Background: an optimization exercise with open tools, aiming at small area, a short achievable clock period and few clock cycles. Do not read the settings as production practice.
RTL that was checked went through simulation tests only; none was proved equivalent to the original.
No functional check of the RTL was part of run 2.
Power is estimated from default activity; no workload was simulated.

## flow/design.v (module list and top-level ports; edited modules follow where they fit)
// module biggerints_core: 4729 lines
module biggerints_core (
    input  wire        clk,
    input  wire        rst,       
    input  wire        req,
    input  wire        we,
    input  wire [3:0]  addr,      
    input  wire [63:0] wdata,
    output wire        gnt,
    output reg  [63:0] rdata
);
  // ...
==> flow/run.sh <==
#!/bin/bash
# synth_recipe.tcl (not shown) runs the flow's synth.tcl, then flattens the netlist and writes it again
# the make line also repeats each setting of config.mk as NAME=value (left out here)
make -C /OpenROAD-flow-scripts/flow DESIGN_CONFIG=/design/flow/config.mk WORK_HOME=/design/flow/orfs CLKGATE_MAP_FILE= SYNTH_SCRIPT=/design/flow/synth_recipe.tcl finish
==> flow/config.mk <==
export PLATFORM = sky130hd
export DESIGN_NAME = biggerints_core
export DESIGN_NICKNAME = biggerints_core
export VERILOG_FILES = /design/flow/design.v
export SDC_FILE = /design/flow/constraint.sdc
export NUM_CORES = 4
export LEC_CHECK = 0
export ABC_CLOCK_PERIOD_IN_PS = 6000
export CAP_MARGIN = 30
export CELL_PAD_IN_SITES_DETAIL_PLACEMENT = 1
export CELL_PAD_IN_SITES_GLOBAL_PLACEMENT = 2
export CORE_MARGIN = 2
export CORE_UTILIZATION = 25
export PLACE_DENSITY = 0.4
export SETUP_SLACK_MARGIN = 5
export SLEW_MARGIN = 30
==> flow/constraint.sdc <==
create_clock -name core_clock -period 13.0 [get_ports {clk}]
set_input_delay 2.6000 -clock core_clock [delete_from_list [all_inputs] [get_ports {clk}]]
set_output_delay 2.6000 -clock core_clock [all_outputs]
set_load 0.01 [all_outputs]
==> summary.txt, run 1 <==
STA
  – Clk_skew: 0.0845 ns
  – RSZ-0062 raised after global routing: true
  – Max-Slew Margin vs Limit: 17.7%
  – Period utilization: 63.4%
  – Worst-margin pin slew: 1.22 ns
  – Final worst slack: 4.75 ns

Worst setup path
  – WP buf/inv: 5
  – R2R cell count: 21
  – Top cell by count, worst path: buf_12
  – Critical path data arrival time: 9.10 ns
  – RR Startpoint: dq[6]$_DFF_P_
  – Worst endpoint required time: 13.86 ns
  – Crit path max fanout: 46

Clock network
  – CTS sink count: 1,051
  – Max Root-Sink Buffers: 4
  – Clock slew at reported path FFs: 0.06 ns
  – Post-CTS sizing: 438
  – H-tree levels: 4

Synth
  – Syn Inst Count: 11.7k
  – Unique masters post-synth: 82
  – Top_reg_cell synth: dfxtp_1
  – Post-synth EDFFs: 8
  – Synth top area share: 21.1%

Power
  – Design Power: 10.5 mW
  – P_sw: 3.61 mW

Layout
  – NonClk Buf Share: 8.61%
  – FFs & Latches: 1,051
  – Layout cells sized above 1: 13.3%
  – Layout area overhead: 21.4%
  – Clkbuf count: 239
  – Sequential cell area: 0.0212 sq mm

Die
  – Die Span X: 633 um
  – Die H: 633 um
  – Initial Utilization: 25.1%

Global routing
  – Grt met2 use: 60.6%

Outcome
  – Outcome: no timing/DRC/antenna violations

Place
  – Area of placed instances: 0.108 sq mm
  – Final Wtd Congestion: 0.983

Routing
  – Metal2 WL: 357,000 um
  – Detailed-router iteration count before antenna repair: 8

Hold path
  – Hold path start: r_q[37]$_SDFFE_PP0P_
Testbench counts, summed over its fixed seeds: cycles 42,353.
==> run 2: changes to the inputs <==
--- a/flow/design.v
+++ b/flow/design.v
@@ -4642,18 +4642,18 @@
     assign cy[252] = pg312;
     assign cy[253] = pg501;
     assign cy[254] = pg375;
     assign cy[255] = pg502;
     assign cy[256] = pg255;
     wire [255:0] sum = pg_p ^ cy[255:0];
     wire c_lo = cy[128] | t244 | t748 | t1256;
     wire c_hi = cy[256] | t500 | t1004 | t1512;
-    wire z_lo = (a_q[127:0] == b_q[127:0]);
-    wire z_hi = (a_q[255:128] == b_q[255:128]);
+    wire z_lo = (sum[127:0] == 128'd0);
+    wire z_hi = (sum[255:128] == 128'd0);
     wire a_eq_b = ir_w ? (z_lo && z_hi) : z_lo;
     wire a_lt_b = ir_w ? !c_hi : !c_lo;      
     wire [1:0] ord = a_eq_b ? 2'b00 : (a_lt_b ? 2'b01 : 2'b10);
     reg rel;
     always @(*) begin
         case (ir_rel)
             3'd0:    rel = a_eq_b;               
             3'd1:    rel = !a_eq_b;              
==> flow/config.mk (replaced) <==
export PLATFORM = sky130hd
export DESIGN_NAME = biggerints_core
export DESIGN_NICKNAME = biggerints_core
export VERILOG_FILES = /design/flow/design.v
export SDC_FILE = /design/flow/constraint.sdc
export NUM_CORES = 4
export LEC_CHECK = 0
export CAP_MARGIN = 30
export CELL_PAD_IN_SITES_DETAIL_PLACEMENT = 1
export CELL_PAD_IN_SITES_GLOBAL_PLACEMENT = 2
export CORE_MARGIN = 2
export CORE_UTILIZATION = 25
export PLACE_DENSITY = 0.4
export SLEW_MARGIN = 30
==> summary.txt, run 2 <==
STA
  – Setup violators final: 1 (was 0)
  – Worst-margin pin slew: 1.29 ns (was 1.22 ns)
  – Period utilization: 101% (was 63.4%)
  – Slew Viols, Final: 0 (unchanged)
  – Max-Slew Margin vs Limit: 14.3% (was 17.7%)
  – Final hold violation count: 0 (unchanged)
  – Fmax: 0.0765 GHz (was 0.121 GHz)
  – RSZ-0062 raised after global routing: false (was true)
  – Final Critical Period: 13.07 ns (was 8.25 ns)
  – Clk_skew: 0.0579 ns (was 0.0845 ns)
  – Final worst slack: -0.0712 ns (was 4.75 ns)

Clock network
  – Max Root-Sink Buffers: 4 (unchanged)
  – Post-cts hold buffer count: 0 (unchanged)
  – H-tree levels: 4 (unchanged)
  – Total CTS buffers: 167 (was 170)
  – Root buf cell: clkbuf_16 (unchanged)
  – Clock slew at reported path FFs: 0.06 ns (about the same)
  – CTS sink count: 1,051 (unchanged)
  – Worst-Skew Late Latency: 0.93 ns (was 0.97 ns)
  – CTS tree: done (unchanged)

Routing
  – Routed Antenna Nets: 0 (unchanged)
  – DR vias/cell: 5.87 (was 5.92)
  – Initial detailed-routing violation count: 10.9k (was 12.1k)
  – Via count: 98.0k (was 101k)
  – Detailed-router iteration count before antenna repair: 6 (was 8)
  – # DRC: 0 (unchanged)
  – Total wire length: 782,000 um (was 832,000 um)
  – Routed WL per cell: 46.8 um (was 48.5 um)

Synth
  – Sequential-to-total area share from yosys stat: 21.8% (was 21.3%)
  – Synth Cell Area: 0.0970 sq mm (was 0.0990 sq mm)
  – Post-synth EDFFs: 8 (unchanged)
  – Post-synth top cells: 1,074 x inv_1, 1,066 x a22oi_1, 1,066 x clkbuf_1, 1,043 x dfxtp_1, 1,030 x nand2_1 (was 1,149 x inv_1, 1,105 x clkbuf_1, 1,091 x a22oi_1, 1,043 x dfxtp_1, 954 x nand2_1)
  – Post-Syn Nets: 12.7k (was 13.0k)
  – Async SR Flop Fraction: 0% (unchanged)
  – Average size of a mapped cell: 8.46 sq um (was 8.44 sq um)
  – Seq cells post-synth: 1,051 (unchanged)
  – Syn Inst Count: 11.5k (was 11.7k)
  – Synth top area share: 21.5% (was 21.1%)
  – Post-synth top area cell: dfxtp_1 (unchanged)
  – Top_reg_cell synth: dfxtp_1 (unchanged)
  – Synth area leaders: dfxtp_1 22%, fa_1 18%, a22oi_1 8.3% (was dfxtp_1 21%, fa_1 18%, a22oi_1 8.3%)
  – Count leader, synth: inv_1 (unchanged)
  – YS warnings: 1 (unchanged)
  – Unique masters post-synth: 78 (was 82)

Outcome
  – Layout violations: negative setup slack
  – Outcome: finished with violations (was no timing/DRC/antenna violations)

Global routing
  – Pin count of the biggest net entering global routing: 121 (was 142)
  – Global-route wire length before repair: 1,020,000 um (was 1,060,000 um)
  – Vias in the first global route: 98.9k (was 100k)
  – GRT overflow: 0 (unchanged)
  – Initial antenna violation count: 116 (was 121)
  – Total track usage: 38.9% (was 39.9%)

Die
  – Total die area: 0.393 sq mm (was 0.401 sq mm)
  – IO Pins: 137 (unchanged)
  – Initial Utilization: 25.1% (about the same)
  – Row count: 228 (was 231)
  – Die Span X: 627 um (was 633 um)
  – Core Box Area: 0.386 sq mm (was 0.395 sq mm)
  – Die H: 627 um (was 633 um)

Worst setup path
  – Crit-path max cell delay: 1.02 ns (was 0.80 ns)
  – Critical path data arrival time: 13.83 ns (was 9.10 ns)
  – Critical path capture point type: flip-flop (unchanged)
  – Crit path max fanout: 37 (was 46)
  – WS Path Type: reg2reg (unchanged)
  – Worst endpoint required time: 13.76 ns (was 13.86 ns)
  – CP Launch Type: flip-flop (unchanged)
  – Top cell by count, worst path: fa_1 (was buf_12)
  – Crit path max-delay cell type: or4_1 (was a21oi_1)

Layout
  – Area of the multi-input gates: 0.0685 sq mm (was 0.0718 sq mm)
  – Layout cells sized above 1: 10.2% (was 13.3%)
  – Commonest non-fill, non-tap cells in the layout: 1,072 x inv_1, 1,066 x a22oi_1, 1,040 x dfxtp_1 (was 1,144 x inv_1, 1,088 x a22oi_1, 1,020 x dfxtp_1)
  – Sequential cell area: 0.0211 sq mm (was 0.0212 sq mm)
  – Filler Cell Count: 44.4k (was 45.0k)
  – Non-Filler Instances: 16.7k (was 17.1k)
  – Layout Nets: 12.6k (was 12.9k)
  – Layout area overhead: 17.0% (was 21.4%)
  – Most common cell after layout, fill and taps aside: inv_1 (unchanged)

Power
  – Logic pwr share: 21.6% (was 19.1%)
  – Clock power share: 46.1% (was 48.6%)
  – Design Power: 10.5 mW (about the same)
  – Pwr per Cell Area: 92.8 mW/mm^2 (was 87.3 mW/mm^2)
  – P_sw: 3.85 mW (was 3.61 mW)
  – Leakage power: 43.9 nW (was 47.5 nW)
  – Sequential share of power: 32.3% (was 32.4%)
  – Int Pwr: 6.69 mW (was 6.88 mW)
  – Switching Fraction: 36.5% (was 34.4%)
  – Worst vdd ir: 0.0851 mV (was 0.103 mV)

Place
  – Detailed placement HPWL: 582,000 um (was 586,000 um)
  – Placed cells: 16.3k (was 16.5k)
  – Port Buffer Count: 136 (unchanged)
  – Final Wtd Congestion: 0.960 (was 0.983)

Job
  – Max Cap Violations: 0 (unchanged)

Hold path
  – Min-delay worst type: reg2reg (unchanged)
run 2: cell types whose count changed after synthesis, sizes merged, moves of 28 or more:
cell	before	now
xnor2	823	609
nand3	90	170
a21oi	640	668
o21ai	451	527
a211oi	427	313
nor3	29	99
clkbuf	1105	1066
nor2	454	340
nor2b	129	59
nand2	955	1030
mux2i	151	214
inv	1149	1076
run 2: cell families after synthesis:
logic type / share of synthesized area [%]
simple gates: 9.52
mux: 2.21
buf+inv: 8.69
fa+ha+maj: 21.6
flops: 21.8
xor+xnor: 12.7
compound gates: 23.5
run 2: area by class of cell:
| cell class | instances | share of cell area [%] |
|---|---|---|
| Multi-Input combinational cell | 8170 | 60.3 |
| Sequential cell | 1051 | 18.6 |
| Timing Repair Buffer | 864 | 6.80 |
| Tap cell | 5175 | 5.70 |
| Clock buffer | 247 | 4.38 |
| Inverter | 1076 | 3.57 |
| Clock inverter | 45 | 0.461 |
| Antenna cell | 69 | 0.152 |
run 2: worst max-delay path: cells and delay by family, from the launching register on:
kind	cells	cell delay [ns]
buffers and inverters	7	1.57
flip-flops	1	0.34
adder cells (fa/ha/maj)	6	3.43
AO/OA/AOI/OAI	12	2.99
AND/OR/NAND/NOR	9	4.28
XOR/XNOR	1	0.19
run 2: final timing paths:
kind                         start               endpoint  slack, ns  cells after the start
max                  dq[1]$_DFF_P_    flag_q$_SDFFE_PP0P_      -0.07                     35
min          r_q[219]$_SDFFE_PP0P_  r_q[219]$_SDFFE_PP0P_       0.45                      2
max reg2reg          dq[1]$_DFF_P_    flag_q$_SDFFE_PP0P_      -0.07                     35
min reg2reg  r_q[219]$_SDFFE_PP0P_  r_q[219]$_SDFFE_PP0P_       0.45                      2
run 2: routing by layer:
metal  vias up  global-route usage (%)  routed length, um
li1      39300                       -                  -
met1     53000                    50.5             332000
met2      4328                    60.8             345000
met3      1292                    6.84              50900
met4        38                    22.1              53800
met5         -                       0                227
run 2: through the flow:
step / instance area [sq um] / TNS, ns / hold WS (ns) / worst slack (ns) / util (%)
after floorplan: 97000 / 0 / 0.436 / 4.55 / -
after global placement: 107000 / -4.37 / 0.441 / -1.61 / 27.7
final: 114000 / -0.0712 / 0.453 / -0.0712 / 29.4
after detailed placement: 108000 / -2.30 / 0.446 / -0.907 / 27.9
after global routing: 113000 / 0 / 0.478 / 0.0934 / 29.4
after CTS: 113000 / 0 / 0.455 / 0.0983 / 29.3
run 2: power by group through the flow:
stage                     clock, mW  combinational (mW)  sequential (mW)
final                          4.86                2.28             3.40
after global routing           5.02                2.31             3.41
after CTS                      4.93                2.23             3.40
after detailed placement          0                2.22             3.47
after global placement            0                2.19             3.47
after floorplan                   0               0.892             3.41
run 2: timing repair:
| item | in CTS | in global routing |
|---|---|---|
| setup buffers | 8 | 3 |
| endpoints found under the hold margin | 0 | 0 |
| setup endpoints to repair | 3 | 1 |
| pin swaps | 4 | 2 |
| gates resized for setup | 4 | 1 |

==> port drivers added, routing unchanged <==
The results above use ideal ports. As a check the final layouts listed here were re-extracted and re-timed, cells and wires unchanged.
Step 1 (the two cells are an assumption about what drives the block):
set clk [get_ports {clk}]
set_driving_cell -lib_cell sky130_fd_sc_hd__clkbuf_16 $clk
set_driving_cell -lib_cell sky130_fd_sc_hd__buf_2 [delete_from_list [all_inputs] $clk]
Step 2 times the ports against the registers' clock, not the clock port: input delays grow and output delays shrink by t, the midpoint of the rising clock arrivals with the driver on.
Three values: no drivers, after step 1, after step 2; two values: the first two.
run	t, ns	setup slack, ns	pins driven straight from the clock port
run 1	1.047	4.752 / 4.752 / 4.752	1
run 2	1.012	-0.071 / -0.071 / -0.071	1
